Background: an optimization exercise with open tools, aiming at small area. Do not read the settings as production practice. At most, simulation tests tie the RTL to the original design; equivalence was not proved. Power and IR drop assume default switching activity.

==> trial 60 <==
// jr_core
module jr_core (
    input  wire        clk,
    input  wire        rst,
    input  wire [7:0]  cmd,
    input  wire        cmd_valid,
    output wire        cmd_ready,
    input  wire [7:0]  opd_x,
    input  wire [7:0]  opd_y,
    input  wire [15:0] opd_d,
    input  wire [15:0] opd_ax,
    input  wire [15:0] opd_ay,
    input  wire [15:0] opd_az,
    output wire [63:0] res,
    output reg         res_valid,
    input  wire        echo,
    output wire        trig,
    input  wire        tick0,
    input  wire        tick1,
    output reg  [7:0]  tx_data,
    output reg         tx_valid,
    input  wire        tx_ready,
    input  wire        rx_avail,
    input  wire [7:0]  rx_data,
    output wire        rx_take,
    input  wire        confirm,
    output wire [1:0]  act_dir_L,
    output wire [1:0]  act_dir_R,
    output wire [7:0]  act_duty_L,
    output wire [7:0]  act_duty_R,
    output reg  [1:0]  disp
);
    localparam [22:0] K = 23'd4563403;
    reg [61:0] s0, s1;           
    reg        p0, p1;           
    reg        run0, run1;
  ...
Settings: LEC_CHECK=0, CAP_MARGIN=20, CORE_MARGIN=2, CORE_UTILIZATION=40, CTS_BUF_LIST=sky130_fd_sc_hd__clkbuf_8, CTS_CLUSTER_DIAMETER=150, CTS_CLUSTER_SIZE=40, SLEW_MARGIN=20; clock period 40.0 ns.
run.sh (not shown) runs the stock make flow with config.mk's settings and CLKGATE_MAP_FILE= SYNTH_SCRIPT=/design/flow/synth_recipe.tcl, a recipe that flattens the netlist after the stock synthesis.
==> build 87: changes against trial 60 <==
==> flow/flow/run.sh (new file) <==
#!/bin/bash
# Own layout flow: the standard ORFS flow (standard.sh) with three changes.
#  1. Synthesis is ORFS's synthesis run by synth_recipe.tcl, except that adders
#     are left to ABC as plain logic (no Kogge-Stone carry map, no full/half
#     adder extraction) and ABC maps for area (flow/abc_area.script). Registers
#     are mapped before ABC runs, so their names and cells are the standard ones.
#  2. Port buffers are sky130_fd_sc_hd__buf_1 (every port still gets one).
#  3. Optional CTS arguments from flow/cts_args.txt.
# Each tool's output goes to a log file in this folder (and ORFS's own logs
# under orfs/logs).
set -euo pipefail
W=$(pwd)
{
  cat "$W/flow/synth_procs.tcl"
  tail -n +2 "$W/synth_recipe.tcl"
} > "$W/own_synth.tcl"
sed "s#SYNTH_SCRIPT=[^ ]*synth_recipe.tcl#SYNTH_SCRIPT=$W/own_synth.tcl#" "$W/standard.sh" > "$W/own_standard.sh"
grep -q "SYNTH_SCRIPT=$W/own_synth.tcl" "$W/own_standard.sh"
export OWN_ABC_SCRIPT="$W/flow/abc_area.script"
export BUFFER_PORTS_ARGS="-buffer_cell sky130_fd_sc_hd__buf_1"
if [[ -f "$W/flow/cts_args.txt" ]]; then
  export CTS_ARGS="$(cat "$W/flow/cts_args.txt")"
fi
bash "$W/own_standard.sh" > "$W/make_finish.log" 2>&1
test -f "$W/out/final.def"
==> flow/flow/abc_area.script (new file) <==
strash
&get -n
&dch -f
&nf -a
&put
topo
==> flow/flow/synth_procs.tcl (new file) <==
# Wrappers around three Yosys commands of ORFS's synth.tcl (sourced next).
proc synth {args} {
  # keep Yosys's ripple adders: drop ORFS's Kogge-Stone carry map
  set a {}
  set skip 0
  foreach x $args {
    if {$skip} { set skip 0; continue }
    if {$x eq "-extra-map"} { set skip 1; continue }
    lappend a $x
  }
  yosys synth -nofsm -noshare {*}$a
}
proc extract_fa {args} {}
proc abc {args} {
  set i [lsearch -exact $args -script]
  if {$i >= 0} { set args [lreplace $args $i [expr {$i + 1}] -script $::env(OWN_ABC_SCRIPT)] }
  yosys abc {*}$args
}
==> flow/standard.sh (new file) <==
#!/bin/bash
# synth_recipe.tcl (not shown) runs the flow's synth.tcl, then flattens the netlist and writes it again
# the make line also repeats each setting of config.mk as NAME=value (left out here)
make -C /OpenROAD-flow-scripts/flow DESIGN_CONFIG=/design/flow/config.mk WORK_HOME=/design/flow/orfs CLKGATE_MAP_FILE= SYNTH_SCRIPT=/design/flow/synth_recipe.tcl "${@:-finish}"
--- a/flow/config.mk
+++ b/flow/config.mk
@@ -6,9 +6,6 @@
 export NUM_CORES = 4
 export LEC_CHECK = 0
 export CAP_MARGIN = 20
 export CORE_MARGIN = 2
 export CORE_UTILIZATION = 40
-export CTS_BUF_LIST = sky130_fd_sc_hd__clkbuf_8
-export CTS_CLUSTER_DIAMETER = 150
-export CTS_CLUSTER_SIZE = 40
 export SLEW_MARGIN = 20
removed: flow/run.sh
==> build 98: changes against trial 60 <==
--- a/flow/design.v
+++ b/flow/design.v
@@ -742,12 +742,12 @@
         r1 <= o_read && ci;
         sb <= enc_go || rx_take;
         sf <= rx_take;
         rg <= done;
     end
-    assign act_dir_L  = {nL, !nL && fL};
-    assign act_dir_R  = {nR, !nR && fR};
+    assign act_dir_L  = {nL, fL};    
+    assign act_dir_R  = {nR, fR};
     assign act_duty_L = {duL, 2'b00};
     assign act_duty_R = {duR, 2'b00};
     wire [15:0] dist_cm = (sat || s0[42]) ? 16'hFFFF : s0[41:26];
     assign res = ({64{r0}} & {s0, 2'b00}) |
                  ({64{r1}} & {s1, 2'b00}) |
==> flow/flow/run.sh (new file) <==
#!/bin/bash
# Own layout flow: the standard ORFS flow (standard.sh) with three changes.
#  1. Synthesis is ORFS's synthesis run by synth_recipe.tcl, except that adders
#     are left to ABC as plain logic (no Kogge-Stone carry map, no full/half
#     adder extraction) and ABC optimises for area (flow/abc_area.script:
#     &deepsyn for 10 minutes, then area-oriented mapping). Registers are
#     mapped before ABC runs, so their names and cells are the standard ones.
#  2. Port buffers are sky130_fd_sc_hd__buf_1 (every port still gets one).
#  3. Optional CTS arguments from flow/cts_args.txt.
# Each tool's output goes to a log file in this folder (and ORFS's own logs
# under orfs/logs).
set -euo pipefail
W=$(pwd)
{
  cat "$W/flow/synth_procs.tcl"
  tail -n +2 "$W/synth_recipe.tcl"
} > "$W/own_synth.tcl"
sed "s#SYNTH_SCRIPT=[^ ]*synth_recipe.tcl#SYNTH_SCRIPT=$W/own_synth.tcl#" "$W/standard.sh" > "$W/own_standard.sh"
grep -q "SYNTH_SCRIPT=$W/own_synth.tcl" "$W/own_standard.sh"
export OWN_ABC_SCRIPT="$W/flow/abc_area.script"
export BUFFER_PORTS_ARGS="-buffer_cell sky130_fd_sc_hd__buf_1"
if [[ -f "$W/flow/cts_args.txt" ]]; then
  export CTS_ARGS="$(cat "$W/flow/cts_args.txt")"
fi
bash "$W/own_standard.sh" > "$W/make_finish.log" 2>&1
test -f "$W/out/final.def"
==> flow/flow/abc_area.script (new file) <==
strash
&get -n
&fraig -x
&put
scorr
dc2
strash
&get -n
&deepsyn -T 600
&dch -f
&nf -a -R 1000 -F 50 -A 50
&put
topo
==> flow/flow/cts_args.txt (new file) <==
-sink_clustering_enable -repair_clock_nets -buf_list sky130_fd_sc_hd__clkbuf_8 -dont_use_dummy_load
==> flow/flow/synth_procs.tcl (new file) <==
# Wrappers around three Yosys commands of ORFS's synth.tcl (sourced next).
proc synth {args} {
  # keep Yosys's ripple adders: drop ORFS's Kogge-Stone carry map
  set a {}
  set skip 0
  foreach x $args {
    if {$skip} { set skip 0; continue }
    if {$x eq "-extra-map"} { set skip 1; continue }
    lappend a $x
  }
  yosys synth -nofsm -noshare {*}$a
}
proc extract_fa {args} {}
proc abc {args} {
  set i [lsearch -exact $args -script]
  if {$i >= 0} { set args [lreplace $args $i [expr {$i + 1}] -script $::env(OWN_ABC_SCRIPT)] }
  yosys abc {*}$args
}
==> flow/standard.sh (new file) <==
#!/bin/bash
# synth_recipe.tcl (not shown) runs the flow's synth.tcl, then flattens the netlist and writes it again
# the make line also repeats each setting of config.mk as NAME=value (left out here)
make -C /OpenROAD-flow-scripts/flow DESIGN_CONFIG=/design/flow/config.mk WORK_HOME=/design/flow/orfs CLKGATE_MAP_FILE= SYNTH_SCRIPT=/design/flow/synth_recipe.tcl "${@:-finish}"
==> flow/config.mk (replaced) <==
export PLATFORM = sky130hd
export DESIGN_NAME = jr_core
export DESIGN_NICKNAME = jr_core
export VERILOG_FILES = /design/flow/design.v
export SDC_FILE = /design/flow/constraint.sdc
export NUM_CORES = 4
export LEC_CHECK = 0
export CAP_MARGIN = 0
export CORE_MARGIN = 2
export CORE_UTILIZATION = 40
export CTS_BUF_LIST = sky130_fd_sc_hd__clkbuf_8
export SLEW_MARGIN = 0
removed: flow/run.sh
==> build 48: changes against trial 60 <==
--- a/flow/design.v
+++ b/flow/design.v
@@ -602,24 +602,15 @@
     wire mv   = res_valid && rg;
     assign trig = rng && rc >= 5'd2 && rc <= 5'd11;
     wire echo_rise = echo && !echo_lvl;
     wire echo_fall = !echo && echo_lvl;
     wire [61:0] ldv = {opd_d[5:0], opd_az, opd_ay, opd_ax, opd_x};
-    wire [44:0] c0l;
-    assign c0l[0]    = p0;
-    assign c0l[44:1] = c0l[43:0] & s0[43:0];
-    wire [43:0] lo_inc = s0[43:0] ^ c0l[43:0];
-    wire        hi_cin = (step || mv) ? p0 : c0l[44];
-    wire [18:0] c0h;
-    assign c0h[0]    = hi_cin;
-    assign c0h[18:1] = c0h[17:0] & s0[61:44];
-    wire [17:0] hi_inc = s0[61:44] ^ c0h[17:0];
-    wire [61:0] c1;
-    assign c1[0]    = p1;
-    assign c1[61:1] = c1[60:0] & s1[60:0];
-    wire [61:0] s1_inc = s1 ^ c1;
+    wire [44:0] lo_inc = {1'b0, s0[43:0]} + {44'd0, p0};
+    wire        hi_cin = (step || mv) ? p0 : lo_inc[44];
+    wire [17:0] hi_inc = s0[61:44] + {17'd0, hi_cin};
     wire [24:0] msum   = {1'b0, s0[43:20]} + (s0[0] ? {2'b00, K} : 25'd0);
+    wire [61:0] s1_inc = s1 + {61'd0, p1};
     always @(posedge clk) begin
         if (rst) begin
             echo_lvl <= 1'b0;
             run0 <= 1'b0; p0 <= 1'b0; s0 <= 62'd0;
             run1 <= 1'b0; p1 <= 1'b0; s1 <= 62'd0;
--- a/flow/config.mk
+++ b/flow/config.mk
@@ -6,9 +6,6 @@
 export NUM_CORES = 4
 export LEC_CHECK = 0
 export CAP_MARGIN = 20
 export CORE_MARGIN = 2
 export CORE_UTILIZATION = 40
-export CTS_BUF_LIST = sky130_fd_sc_hd__clkbuf_8
-export CTS_CLUSTER_DIAMETER = 150
-export CTS_CLUSTER_SIZE = 40
 export SLEW_MARGIN = 20
==> notes <==
- Build 87 finished with timing, DRC and antenna clean. Trial 60 passed the timing, design-rule and antenna checks. Build 48 finished clean. Build 98 passed the timing, design-rule and antenna checks.
- Between build 87 and build 98, the lower routed wire length is in build 98 (gap about 10%, measured against build 98).
- Total power, lowest first: build 98, trial 60, build 87, build 48.
- Worst hold slack, lowest first: build 48, build 87, trial 60, build 98.
- In build 48 the setup slack is worse than in build 87, by 0.38 ns.
- Synthesized cell count: build 98 is smaller than build 48 (30%).
- First-iteration DRC count: build 98 is lower than build 48 (about 15%).
- Global-route usage: build 48 > build 98 > build 87 > trial 60.
For trial 60 and build 87, only the layout was checked, not whether the RTL still works.

[what the ideal ports hide]
In the flow no input, the clock included, has a driving cell. The finished layouts below were timed again as built, in two steps. Step 1 sets driving cells, clkbuf_16 on the clock port and buf_2 on the other inputs (assumed; they add their load-dependent delay and slew). Step 2 adds t to the input delays and takes it off the output delays; t is the mean of the earliest and latest rising clock arrival at the registers after step 1. Input paths then give back, and output paths get back, about the clock's delay inside the block. a / b / c = ideal ports / drivers / drivers and shift; a / b = the first two.
run	shift t [ns]	slack for setup (ns)	hold WS [ns]
trial 60	0.510	21.845 / 21.823 / 21.823	0.460 / 0.460 / 0.460
build 87	0.481	22.443 / 22.422 / 22.422	0.457 / 0.457 / 0.457
build 98	0.497	22.484 / 22.446 / 22.446	0.471 / 0.471 / 0.471
build 48	0.489	22.062 / 22.027 / 22.027	0.442 / 0.442 / 0.442
After both steps setup and hold are still met in every run listed. For build 98, which loses most, drivers alone change the setup slack by -0.038 ns; drivers and shift together by -0.038 ns.
